This design comes from an exercise in tuning for small area on the open sky130 flow, not from production work.
Where RTL was checked, it was by simulation tests only, not by an equivalence proof against the original.
No activity file was given, so power comes from the tool's default toggle rates.

==> module lifi_tx, before the edit <==
module lifi_tx (
    input  wire       clk,
    input  wire       rst,
    input  wire [7:0] tx_data,
    input  wire       tx_valid,
    input  wire       led_ok,
    output wire       tx_ready,
    output reg        led,
    output reg  [2:0] tx_state,
    output wire       tx_fault
);
    localparam [4:0] P_WAIT = 5'd27;
    reg [4:0] pos;
    reg       halt;
    reg [6:0] pre;      
    reg [7:0] hold;
    assign tx_ready = (pos == P_WAIT) & ~halt;
    assign tx_fault = halt;
    always @* begin
        if (halt)               tx_state = 3'd6;
        else if (pos[4:3] == 2'b01) tx_state = 3'd3;
        else if (pos < 5'd7)    tx_state = 3'd1;
        else if (pos == 5'd7)   tx_state = 3'd2;
        else if (pos == 5'd16)  tx_state = 3'd4;
        else if (pos < 5'd27)   tx_state = 3'd5;
        else                    tx_state = 3'd0;
    end
    always @* begin
        if (pos[4:3] == 2'b01) led = hold[~pos[2:0]];
        else led = (pos < 5'd7) || (pos > 5'd16 && pos < 5'd27);
    end
    wire boundary = (pre == 7'd0);
    wire accept   = tx_ready & tx_valid;
    wire advance  = boundary & (pos < 5'd27) & ~halt;
    wire [4:0] n_pos = accept ? 5'd0 : pos + 5'd1;
    wire write = accept | (advance & (n_pos == 5'd7 || n_pos[4:3] == 2'b01 ||
                                      n_pos == 5'd16 || n_pos == 5'd17 || n_pos == 5'd27));
    always @(posedge clk) begin
        if (tx_ready) hold <= tx_data;
        pre <= (tx_ready || pre == 7'd75) ? {6'd0, tx_ready} : {pre[5:0], ~(pre[6] ^ pre[5])};
        if (rst) begin
            pos  <= P_WAIT;
            halt <= 1'b0;
        end else if (accept | advance) begin
            if (write && !led_ok)
                halt <= 1'b1;
            else
                pos <= n_pos;
        end
    end
endmodule
export LEC_CHECK = 0
export CAP_MARGIN = 20
export CORE_MARGIN = 2
export CORE_UTILIZATION = 40
export SLEW_MARGIN = 20
export SYNTH_HIERARCHICAL = 1
create_clock -name core_clock -period 25.0 [get_ports {clk}]
standard.sh (not shown) runs the stock make flow with config.mk's settings and CLKGATE_MAP_FILE= SYNTH_SCRIPT=/design/flow/synth_recipe.tcl, a recipe that flattens the netlist after the stock synthesis.
==> flow/flow/run.sh <==
#!/bin/bash
# Own layout flow:
#  1. the standard synthesis (standard.sh synth), unchanged;
#  3. the standard layout from floorplan to finish, with the smallest
#     buffer for the port buffers and a clock tree of clkbuf_4 cells without
#     dummy loads.
# Each tool's full output goes to a log file of its own in this folder.
set -euo pipefail
here=$(pwd)
res="$here/orfs/results/${FLOW_PLATFORM}/lifi_link/base"
lib="$FLOW_HOME/platforms/${FLOW_PLATFORM}/lib/sky130_fd_sc_hd__tt_025C_1v80.lib"
yosys="$FLOW_HOME/../tools/install/yosys/bin/yosys"
# the platform's DONT_USE_CELLS
dont_use="-dont_use sky130_fd_sc_hd__lpflow_bleeder_1 -dont_use sky130_fd_sc_hd__lpflow_clkbufkapwr_1 -dont_use sky130_fd_sc_hd__lpflow_clkbufkapwr_16 -dont_use sky130_fd_sc_hd__lpflow_clkbufkapwr_2 -dont_use sky130_fd_sc_hd__lpflow_clkbufkapwr_4 -dont_use sky130_fd_sc_hd__lpflow_clkbufkapwr_8 -dont_use sky130_fd_sc_hd__lpflow_clkinvkapwr_1 -dont_use sky130_fd_sc_hd__lpflow_clkinvkapwr_16 -dont_use sky130_fd_sc_hd__lpflow_clkinvkapwr_2 -dont_use sky130_fd_sc_hd__lpflow_clkinvkapwr_4 -dont_use sky130_fd_sc_hd__lpflow_clkinvkapwr_8 -dont_use sky130_fd_sc_hd__lpflow_decapkapwr_12 -dont_use sky130_fd_sc_hd__lpflow_decapkapwr_3 -dont_use sky130_fd_sc_hd__lpflow_decapkapwr_4 -dont_use sky130_fd_sc_hd__lpflow_decapkapwr_6 -dont_use sky130_fd_sc_hd__lpflow_decapkapwr_8 -dont_use sky130_fd_sc_hd__lpflow_inputiso0n_1 -dont_use sky130_fd_sc_hd__lpflow_inputiso0p_1 -dont_use sky130_fd_sc_hd__lpflow_inputiso1n_1 -dont_use sky130_fd_sc_hd__lpflow_inputiso1p_1 -dont_use sky130_fd_sc_hd__lpflow_inputisolatch_1 -dont_use sky130_fd_sc_hd__lpflow_isobufsrc_1 -dont_use sky130_fd_sc_hd__lpflow_isobufsrc_16 -dont_use sky130_fd_sc_hd__lpflow_isobufsrc_2 -dont_use sky130_fd_sc_hd__lpflow_isobufsrc_4 -dont_use sky130_fd_sc_hd__lpflow_isobufsrc_8 -dont_use sky130_fd_sc_hd__lpflow_isobufsrckapwr_16 -dont_use sky130_fd_sc_hd__lpflow_lsbuf_lh_hl_isowell_tap_1 -dont_use sky130_fd_sc_hd__lpflow_lsbuf_lh_hl_isowell_tap_2 -dont_use sky130_fd_sc_hd__lpflow_lsbuf_lh_hl_isowell_tap_4 -dont_use sky130_fd_sc_hd__lpflow_lsbuf_lh_isowell_4 -dont_use sky130_fd_sc_hd__lpflow_lsbuf_lh_isowell_tap_1 -dont_use sky130_fd_sc_hd__lpflow_lsbuf_lh_isowell_tap_2 -dont_use sky130_fd_sc_hd__lpflow_lsbuf_lh_isowell_tap_4 -dont_use sky130_fd_sc_hd__probe_p_8 -dont_use sky130_fd_sc_hd__probec_p_8"
bb="sky130_fd_sc_hd__*df* sky130_fd_sc_hd__*dl* sky130_fd_sc_hd__fa_* sky130_fd_sc_hd__conb_*"

bash standard.sh synth > log_1_synth.log 2>&1
cp "$res/1_2_yosys.v" "$here/synth_standard.v"

# remap IN TAG SEED: re-map the netlist IN into synth_TAG.v, its area in area_TAG.txt
remap() {
  local in=$1 tag=$2 seed=$3
  printf 'strash\n&get -n\n&deepsyn -T 40 -S %s\n&put\ndch -f\namap\n' "$seed" > "$here/remap_$tag.abc"
  "$yosys" -p "read_liberty -ignore_miss_func $lib; blackbox $bb;
    read_verilog $in;
    hierarchy -top $FLOW_TOP; flatten; rename -hide w:_*; opt -purge; techmap; opt;
    abc -liberty $lib -script $here/remap_$tag.abc $dont_use;
    opt_clean -purge;
    write_verilog -noattr -nohex -nodec $here/abc_$tag.v" > "log_2_remap_$tag.log" 2>&1
  "$yosys" -p "read_liberty -lib $lib; read_verilog $here/abc_$tag.v;
    hierarchy -top $FLOW_TOP; opt_clean -purge; splitnets; opt_clean -purge;
    hilomap -singleton -hicell sky130_fd_sc_hd__conb_1 HI -locell sky130_fd_sc_hd__conb_1 LO;
    insbuf -buf sky130_fd_sc_hd__buf_1 A X;
    check -assert; tee -o $here/area_$tag.txt stat -liberty $lib;
    write_verilog -noattr -nohex -nodec $here/synth_$tag.v" > "log_3_clean_$tag.log" 2>&1
}
best=""; best_area=""
# pick TAG...: keep the smallest of the given results in best
pick() {
  local tag a
  for tag in "$@"; do
    [[ -f "$here/synth_$tag.v" ]] || continue
    a=$(sed -n "s/.*Chip area for module .*: *\([0-9.]*\).*/\1/p" "$here/area_$tag.txt" | tail -1)
    echo "$tag area $a" >> log_2_remap_choice.log
    if [[ -z "$best" ]] || awk -v a="$a" -v b="$best_area" 'BEGIN{exit !(a < b)}'; then
      best=$tag; best_area=$a
    fi
  done
}
for s in 1 2 3 4; do remap "$here/synth_standard.v" "a$s" "$s" & done; wait
for s in 5 6 7 8; do remap "$here/synth_standard.v" "a$s" "$s" & done; wait
pick a1 a2 a3 a4 a5 a6 a7 a8
first=$best
for s in 1 2 3 4; do remap "$here/synth_$first.v" "b$s" "$s" & done; wait
pick b1 b2 b3 b4
echo "kept $best area $best_area" >> log_2_remap_choice.log
cp "$here/synth_$best.v" "$here/synth_remapped.v"
cp "$here/synth_remapped.v" "$res/1_2_yosys.v"
rm -f "$res/1_synth.odb" "$res/1_synth.sdc"

bash standard.sh \
  "BUFFER_PORTS_ARGS=-buffer_cell sky130_fd_sc_hd__buf_1" \
  "CTS_ARGS=-sink_clustering_enable -repair_clock_nets -dont_use_dummy_load -buf_list sky130_fd_sc_hd__clkbuf_4" \
  finish > log_5_finish.log 2>&1
The baseline went through all stages and came out clean.
Next try:
--- a/flow/design.v
+++ b/flow/design.v
@@ -410,43 +410,46 @@
     output reg  [2:0] tx_state,
     output wire       tx_fault
 );
-    localparam [4:0] P_WAIT = 5'd27;
+    localparam [4:0] P_WAIT = 5'd27,
+                     P_HALT = 5'd28;
     reg [4:0] pos;
-    reg       halt;
     reg [6:0] pre;      
     reg [7:0] hold;
-    assign tx_ready = (pos == P_WAIT) & ~halt;
-    assign tx_fault = halt;
+    assign tx_ready = (pos == P_WAIT);
+    assign tx_fault = (pos == P_HALT);
     always @* begin
-        if (halt)               tx_state = 3'd6;
-        else if (pos[4:3] == 2'b01) tx_state = 3'd3;
+        if (pos[4:3] == 2'b01)  tx_state = 3'd3;
         else if (pos < 5'd7)    tx_state = 3'd1;
         else if (pos == 5'd7)   tx_state = 3'd2;
         else if (pos == 5'd16)  tx_state = 3'd4;
         else if (pos < 5'd27)   tx_state = 3'd5;
-        else                    tx_state = 3'd0;
-    end
-    always @* begin
-        if (pos[4:3] == 2'b01) led = hold[~pos[2:0]];
-        else led = (pos < 5'd7) || (pos > 5'd16 && pos < 5'd27);
+        else if (pos == P_WAIT) tx_state = 3'd0;
+        else                    tx_state = 3'd6;
     end
     wire boundary = (pre == 7'd0);
     wire accept   = tx_ready & tx_valid;
-    wire advance  = boundary & (pos < 5'd27) & ~halt;
+    wire advance  = boundary & (pos < 5'd27);
     wire [4:0] n_pos = accept ? 5'd0 : pos + 5'd1;
     wire write = accept | (advance & (n_pos == 5'd7 || n_pos[4:3] == 2'b01 ||
                                       n_pos == 5'd16 || n_pos == 5'd17 || n_pos == 5'd27));
+    reg n_led;
+    always @* begin
+        if (n_pos[4:3] == 2'b01) n_led = hold[~n_pos[2:0]];
+        else n_led = accept | (n_pos == 5'd17);
+    end
     always @(posedge clk) begin
         if (tx_ready) hold <= tx_data;
         pre <= (tx_ready || pre == 7'd75) ? {6'd0, tx_ready} : {pre[5:0], ~(pre[6] ^ pre[5])};
         if (rst) begin
-            pos  <= P_WAIT;
-            halt <= 1'b0;
+            pos <= P_WAIT;
+            led <= 1'b0;
         end else if (accept | advance) begin
-            if (write && !led_ok)
-                halt <= 1'b1;
-            else
+            if (write && !led_ok) begin
+                pos <= P_HALT;
+            end else begin
                 pos <= n_pos;
+                if (write) led <= n_led;
+            end
         end
     end
 endmodule
Register-to-register slack is worse by 360 ps; global-route usage increases by 0.38 points; hold slack is about the same; total power increases by about 0.8%; worst setup slack is worse by 190 ps; count of clock-buffer cells in the layout is unchanged; clock skew decreases by 5.8 ps; final area stays flat; cell count is unchanged; combinational power increases by about 1%; non-clock buffer count decreases by 1; synthesized area is about the same; clock power decreases by about 4.5%.
Only the layout flow was run in the first run of this note; the RTL was not checked for function there.

## port drivers added, routing unchanged
In the flow no input, the clock included, has a driving cell. The finished layouts below were timed again as built, in two steps. Step 1, drivers: a clkbuf_16 drives clk and a buf_2 each remaining input, both assumed. Step 2, shift: input delay + t, output delay - t, t = (earliest + latest rising clock arrival at the registers) / 2. This alone moves slack from input paths to output paths. Three values: ideal, step 1, step 2; two values: the first two.
| run | shift t [ns] | setup slack, ns | hold WS [ns] | clock arrival spread, ns | worst slew at a driven data input, ns |
|---|---|---|---|---|---|
| the first run | 0.411 | 11.348 / 11.353 / 10.942 | 0.433 / 0.433 / 0.433 | 0.042 / 0.043 | 0.05 |
| the second run | 0.404 | 11.158 / 11.159 / 10.754 | 0.434 / 0.434 / 0.434 | 0.026 / 0.025 | 0.06 |
After both steps every run listed still meets setup and hold. For the first run, which loses most, drivers alone change the setup slack by +0.005 ns; drivers and shift together by -0.406 ns.
